From an optimization exercise on the open Yosys and OpenROAD flow, aimed at small area, a short achievable clock period and few clock cycles per item; shortcuts taken in it are not production practice. Only simulation tests tie the RTL to the original design; equivalence was not proved.

Setup of v1:
// scrypt_blockmix
module scrypt_blockmix (
    input  wire          clk,
    input  wire          rst,         
    input  wire          in_valid,
    output wire          in_ready,
    input  wire [1023:0] in_data,
    output wire          out_valid,
    input  wire          out_ready,
    output wire [1023:0] out_data
);
    reg          idle_q;      
    reg          pre_q;       
    reg          run_q;       
    reg          ff_q;        
    reg          done_q;      
    reg          second_q;    
    reg  [2:0]   round_q;     
    reg  [511:0] x_q;
    reg  [511:0] w_q;
    reg  [511:0] ya_q;
    wire [511:0] x_rd;
    salsa_round_t u_rd (.x_i(x_q), .x_o(x_rd));
    wire [511:0] s_ff;
    genvar k;
    generate
        for (k = 0; k < 16; k = k + 1) begin : g_ff
            add32_sk u_add (.a(x_q[32*k +: 32]), .b(w_q[32*k +: 32]),
                            .s(s_ff[32*k +: 32]));
        end
    endgenerate
    wire [511:0] t_ff = s_ff ^ (ya_q & {512{~second_q}});
    wire [511:0] b_x  = in_data[1023:512] ^ in_data[511:0];
    assign in_ready  = pre_q;
    assign out_valid = done_q;
    assign out_data  = {w_q, ya_q};
    always @(posedge clk) begin
        if (rst) begin
            idle_q   <= 1'b1;
            pre_q    <= 1'b0;
            run_q    <= 1'b0;
            ff_q     <= 1'b0;
            done_q   <= 1'b0;
            second_q <= 1'b0;
            round_q  <= 3'd0;
        end else begin
            if (idle_q) begin
                if (pre_q && in_valid) begin
                    idle_q   <= 1'b0;
                    pre_q    <= 1'b0;
                    run_q    <= 1'b1;
                    second_q <= 1'b0;
                    round_q  <= 3'd1;
                end else begin
                    pre_q <= in_valid;
                end
            end
  ...
Size: roughly 19,000 cells after synthesis, roughly 2,100 I/O pins, ~130,000 sq um of cells after synthesis.
clock: 35.0 ns
lec_check: 0
abc_area: 1
cap_margin: 20
core_margin: 2
core_utilization: 40
cts_buf_list: sky130_fd_sc_hd__clkbuf_8
cts_cluster_diameter: 60
cts_cluster_size: 30
place_density: 0.5
slew_margin: 20
standard.sh (not shown) runs the stock make flow with config.mk's settings and CLKGATE_MAP_FILE= SYNTH_SCRIPT=/design/flow/synth_recipe.tcl, a recipe that flattens the netlist after the stock synthesis.
==> flow/flow/run.sh <==
#!/bin/bash
# The standard layout (the standard.sh: standard synthesis, ORFS place,
# CTS, route) at the design's clock and constraints, with these changes in
# how the layout is made:
#  - the port buffers that placement inserts on every input and output are
#    the smallest buffer cell instead of the default;
#  - pins may sit on adjacent routing tracks, so that the 2054 ports fit on
#    the edge of a die sized for 40% utilisation;
#  - timing repair aims for 26 ns of setup slack instead of 0, so that it
#    sizes the round logic for speed although the 35 ns clock is met anyway.
set -euo pipefail
export BUFFER_PORTS_ARGS="-buffer_cell sky130_fd_sc_hd__buf_1"
export PLACE_PINS_ARGS="-min_distance 1 -min_distance_in_tracks"
export SETUP_SLACK_MARGIN=26
bash standard.sh > standard_flow.log 2>&1
v1 completed; timing, DRC and antenna clean
Testbench counts of v1, summed over its fixed seeds: cycles 9,736, items 512.
Relative to v1, the following input files were edited for v26:
- CTS_CLUSTER_DIAMETER removed (was 60)
- CORE_UTILIZATION changed from 40 to 45
- CTS_CLUSTER_SIZE removed (was 30)
- ABC_AREA removed (was 1)
- PLACE_DENSITY changed from 0.5 to 0.55
==> flow/flow/run.sh <==
#!/bin/bash
# The standard layout (the standard.sh: standard synthesis, ORFS place,
# CTS, route) at the design's clock and constraints, with two changes in how
# the layout is optimised:
#  - the port buffers that placement inserts on every input and output are
#    the smallest buffer cell instead of the default;
#  - timing repair aims for 25 ns of setup slack instead of 0, so that it
#    sizes the round logic for speed although the 35 ns clock is met anyway.
set -euo pipefail
export BUFFER_PORTS_ARGS="-buffer_cell sky130_fd_sc_hd__buf_1"
export SETUP_SLACK_MARGIN=25
bash standard.sh > standard_flow.log 2>&1
==> notes.md <==
Looking at the logs for v1 and v26, the single run that did not finish was v26.
v26 failed in I/O pin placement (3_2_place_iop) with PPL-0024.
Summary of v26 over v1: cell row count decreased 24; multiplexer share of the synthesized area has increased; die outline height shows a reduction of 11%; die width fell 63 um; compound-gate portion of the synthesized area went up.
For v48, these inputs were changed with respect to v26:
- PLACE_DENSITY: 0.55 -> 0.5
- CORE_UTILIZATION: 45 -> 40
- ABC_AREA: unset -> 1
==> flow/flow/run.sh <==
#!/bin/bash
# The standard layout (the standard.sh: standard synthesis, ORFS place,
# CTS, route) at the design's clock and constraints, with these changes in
# how the layout is made:
#  - the port buffers that placement inserts on every input and output are
#    the smallest buffer cell instead of the default;
#  - pins may sit on adjacent routing tracks, so that the 2054 ports fit on
#    the edge of a die sized for 40% utilisation;
#  - timing repair aims for 25 ns of setup slack instead of 0, so that it
#    sizes the round logic for speed although the 35 ns clock is met anyway.
set -euo pipefail
export BUFFER_PORTS_ARGS="-buffer_cell sky130_fd_sc_hd__buf_1"
export PLACE_PINS_ARGS="-min_distance 1 -min_distance_in_tracks"
export SETUP_SLACK_MARGIN=25
bash standard.sh > standard_flow.log 2>&1
Part of the Yosys area used for sequential elements is lower on v48
Die height: v26 and v48 compared, higher one is v48
In v48 relative to v26, area after synthesis had gone up by more than 10%.
Diff v26 -> v48: post-synthesis share of cell area spent on xor and xnor gates fell 7.2 points, mean cell area of the mapped netlist moved down.
| simple-gate share of the synthesized area | v48 vs v26 | 15 points higher |
Relative to v26, the number of core rows measured on v48 has increased by more than 10%.
v48 vs. v26: synthesized instance count went up by 5,749; distinct cell type count of the synthesized netlist went down by 25; effective utilization at floorplan went down by 5.2 points; area fraction in compound gates after synthesis went down by 3.7 points.
v48 | stages: all done | timing, DRC, antenna: all pass
## Diff of input files: v51 against v48
- CORE_UTILIZATION: 40 -> 45
- ABC_AREA: 1 -> unset
- PLACE_DENSITY: 0.5 -> 0.55
==> flow/flow/run.sh <==
#!/bin/bash
# The standard layout (the standard.sh: standard synthesis, ORFS place,
# CTS, route), except that the port buffers that placement inserts on every
# input and output are the smallest buffer cell instead of the default.
set -euo pipefail
export BUFFER_PORTS_ARGS="-buffer_cell sky130_fd_sc_hd__buf_1"
bash standard.sh > standard_flow.log 2>&1
## What came out
- NOTE: net count after synthesis in v51 falls short of that of v48
- Stage in which a tool error killed v51: I/O pin placement (3_2_place_iop).
- Synthesized area in v51 vs v48: down 14,000 sq um
- Looking at number of rows created at floorplan, v51 sits below v48.
Edits applied to the flow inputs when going from v51 to v15:
- PLACE_DENSITY now 0.5, was 0.55
- ABC_AREA now 1, previously not set
- CTS_CLUSTER_SIZE now 30, previously not set
- CTS_CLUSTER_DIAMETER now 60, previously not set
- CORE_UTILIZATION now 40, was 45
==> flow/flow/run.sh <==
#!/bin/bash
# The standard layout (the standard.sh: standard synthesis, ORFS place,
# CTS, route) at the design's clock and constraints, with these changes in
# how the layout is made:
#  - the port buffers that placement inserts on every input and output are
#    the smallest buffer cell instead of the default; after global placement
#    the output port buffers, which drive the port load, are made buf_2
#    (flow/outbuf.tcl);
#  - pins may sit on adjacent routing tracks, so that the 2054 ports fit on
#    the edge of a die sized for 40% utilisation;
#  - timing repair aims for 26 ns of setup slack instead of 0, so that it
#    sizes the round logic for speed although the 35 ns clock is met anyway.
set -euo pipefail
export BUFFER_PORTS_ARGS="-buffer_cell sky130_fd_sc_hd__buf_1"
export POST_GLOBAL_PLACE_TCL="$PWD/flow/outbuf.tcl"
export PLACE_PINS_ARGS="-min_distance 1 -min_distance_in_tracks"
export SETUP_SLACK_MARGIN=26
bash standard.sh > standard_flow.log 2>&1
==> flow/flow/outbuf.tcl (new file) <==
# Sourced after global placement (POST_GLOBAL_PLACE_TCL): the buffer that
# placement put on each output port drives the port's load and the wire to
# the die's edge, so it is made one size larger than the input buffers.
set n_outbuf 0
foreach bterm [[ord::get_db_block] getBTerms] {
  if { [$bterm getIoType] != "OUTPUT" } { continue }
  set net [$bterm getNet]
  if { $net == "NULL" } { continue }
  foreach iterm [$net getITerms] {
    if { ![$iterm isOutputSignal] } { continue }
    set inst [$iterm getInst]
    if { [[$inst getMaster] getName] == "sky130_fd_sc_hd__buf_1" } {
      replace_cell [$inst getName] sky130_fd_sc_hd__buf_2
      incr n_outbuf
    }
  }
}
puts "outbuf.tcl: $n_outbuf output port buffers set to buf_2"
Results
v15 closes out successfully: all stages finished, all timing, DRC and antenna checks passed. Against v51 as the reference, v15 delivers a lower fraction of the mapped netlist area in adder cells. Post-synthesis area per instance: v15 < v51. Taking v51 as the reference point, the horizontal extent of the die of v15 rises by about 12%. Between v51 and v15, the flow reports synthesized area increasing by more than 10%.

Setup of old:
Starting RTL as in the previous note.
Settings: LEC_CHECK=0, ABC_AREA=1, CAP_MARGIN=20, CORE_MARGIN=2, CORE_UTILIZATION=40, CTS_BUF_LIST=sky130_fd_sc_hd__clkbuf_8, PLACE_DENSITY=0.5, SLEW_MARGIN=20; clock period 35.0 ns.
==> flow/flow/run.sh <==
#!/bin/bash
# The standard layout (the standard.sh: standard synthesis, ORFS place,
# CTS, route) at the design's clock and constraints, with these changes in
# how the layout is made:
#  - the port buffers that placement inserts on every input and output are
#    the smallest buffer cell instead of the default;
#  - pins may sit on adjacent routing tracks, so that the 2054 ports fit on
#    the edge of a die sized for 40% utilisation;
set -euo pipefail
export BUFFER_PORTS_ARGS="-buffer_cell sky130_fd_sc_hd__buf_1"
export PLACE_PINS_ARGS="-min_distance 1 -min_distance_in_tracks"
bash standard.sh > standard_flow.log 2>&1
old closes out successfully: all stages finished, all timing, DRC and antenna checks passed.
Testbench counts of old, summed over its fixed seeds: cycles 9,736, items 512.
## Diff of input files: new against old
- CTS_BUF_LIST: sky130_fd_sc_hd__clkbuf_8 -> unset
- PLACE_DENSITY: 0.5 -> 0.35
- ABC_AREA: 1 -> unset
- CORE_UTILIZATION: 40 -> 25
==> flow/run.sh (new file) <==
#!/bin/bash
# synth_recipe.tcl (not shown) runs the flow's synth.tcl, then flattens the netlist and writes it again
# the make line also repeats each setting of config.mk as NAME=value (left out here)
make -C /OpenROAD-flow-scripts/flow DESIGN_CONFIG=/design/flow/config.mk WORK_HOME=/design/flow/orfs CLKGATE_MAP_FILE= SYNTH_SCRIPT=/design/flow/synth_recipe.tcl finish
removed: flow/flow/run.sh
removed: flow/standard.sh
### Flow results
new did not stop at any stage, and its layout met the timing, design-rule and antenna checks.
Non-clock buffer area fraction after layout ends up lower on old.
In new, the setup slack came out 3640 ps below the value in old.
new vs. old: die outline height went up by 19%.
The distinct cell type count of the synthesized netlist reported for new is greater than that of old by 25.

[static timing again, ports no longer ideal]
The flow's constraints put no driver on any port. The routed layouts listed below were extracted and timed again, unchanged, in two steps.
Step 1, drivers: a clkbuf_16 drives clk and a buf_2 each remaining input, both assumed.
Step 2 moves the port delays by t, midway between the first and last clock arrival at a register: inputs arrive t later, outputs are due t later. That takes back most of the time a late clock gives input paths.
Three values: ideal ports, drivers, drivers and shift; two values: the first two.
run	t (ns)	slack for setup (ns)	worst hold slack (ns)	worst setup path after step 2	worst data-port slew with drivers (ns)
v1	1.242	25.968 / 25.849 / 26.084	0.491 / 0.491 / 0.491	input to register	0.25
v48	1.249	25.260 / 25.260 / 25.260	0.492 / 0.492 / 0.492	register to register	0.25
v15	1.252	25.895 / 25.769 / 26.115	0.495 / 0.495 / 0.495	input to register	0.37
old	1.256	24.531 / 24.531 / 24.531	0.491 / 0.491 / 0.491	register to register	0.25
new	1.102	20.892 / 20.892 / 20.892	0.471 / 0.471 / 0.471	register to register	0.77
After both steps setup and hold are still met in every run listed.
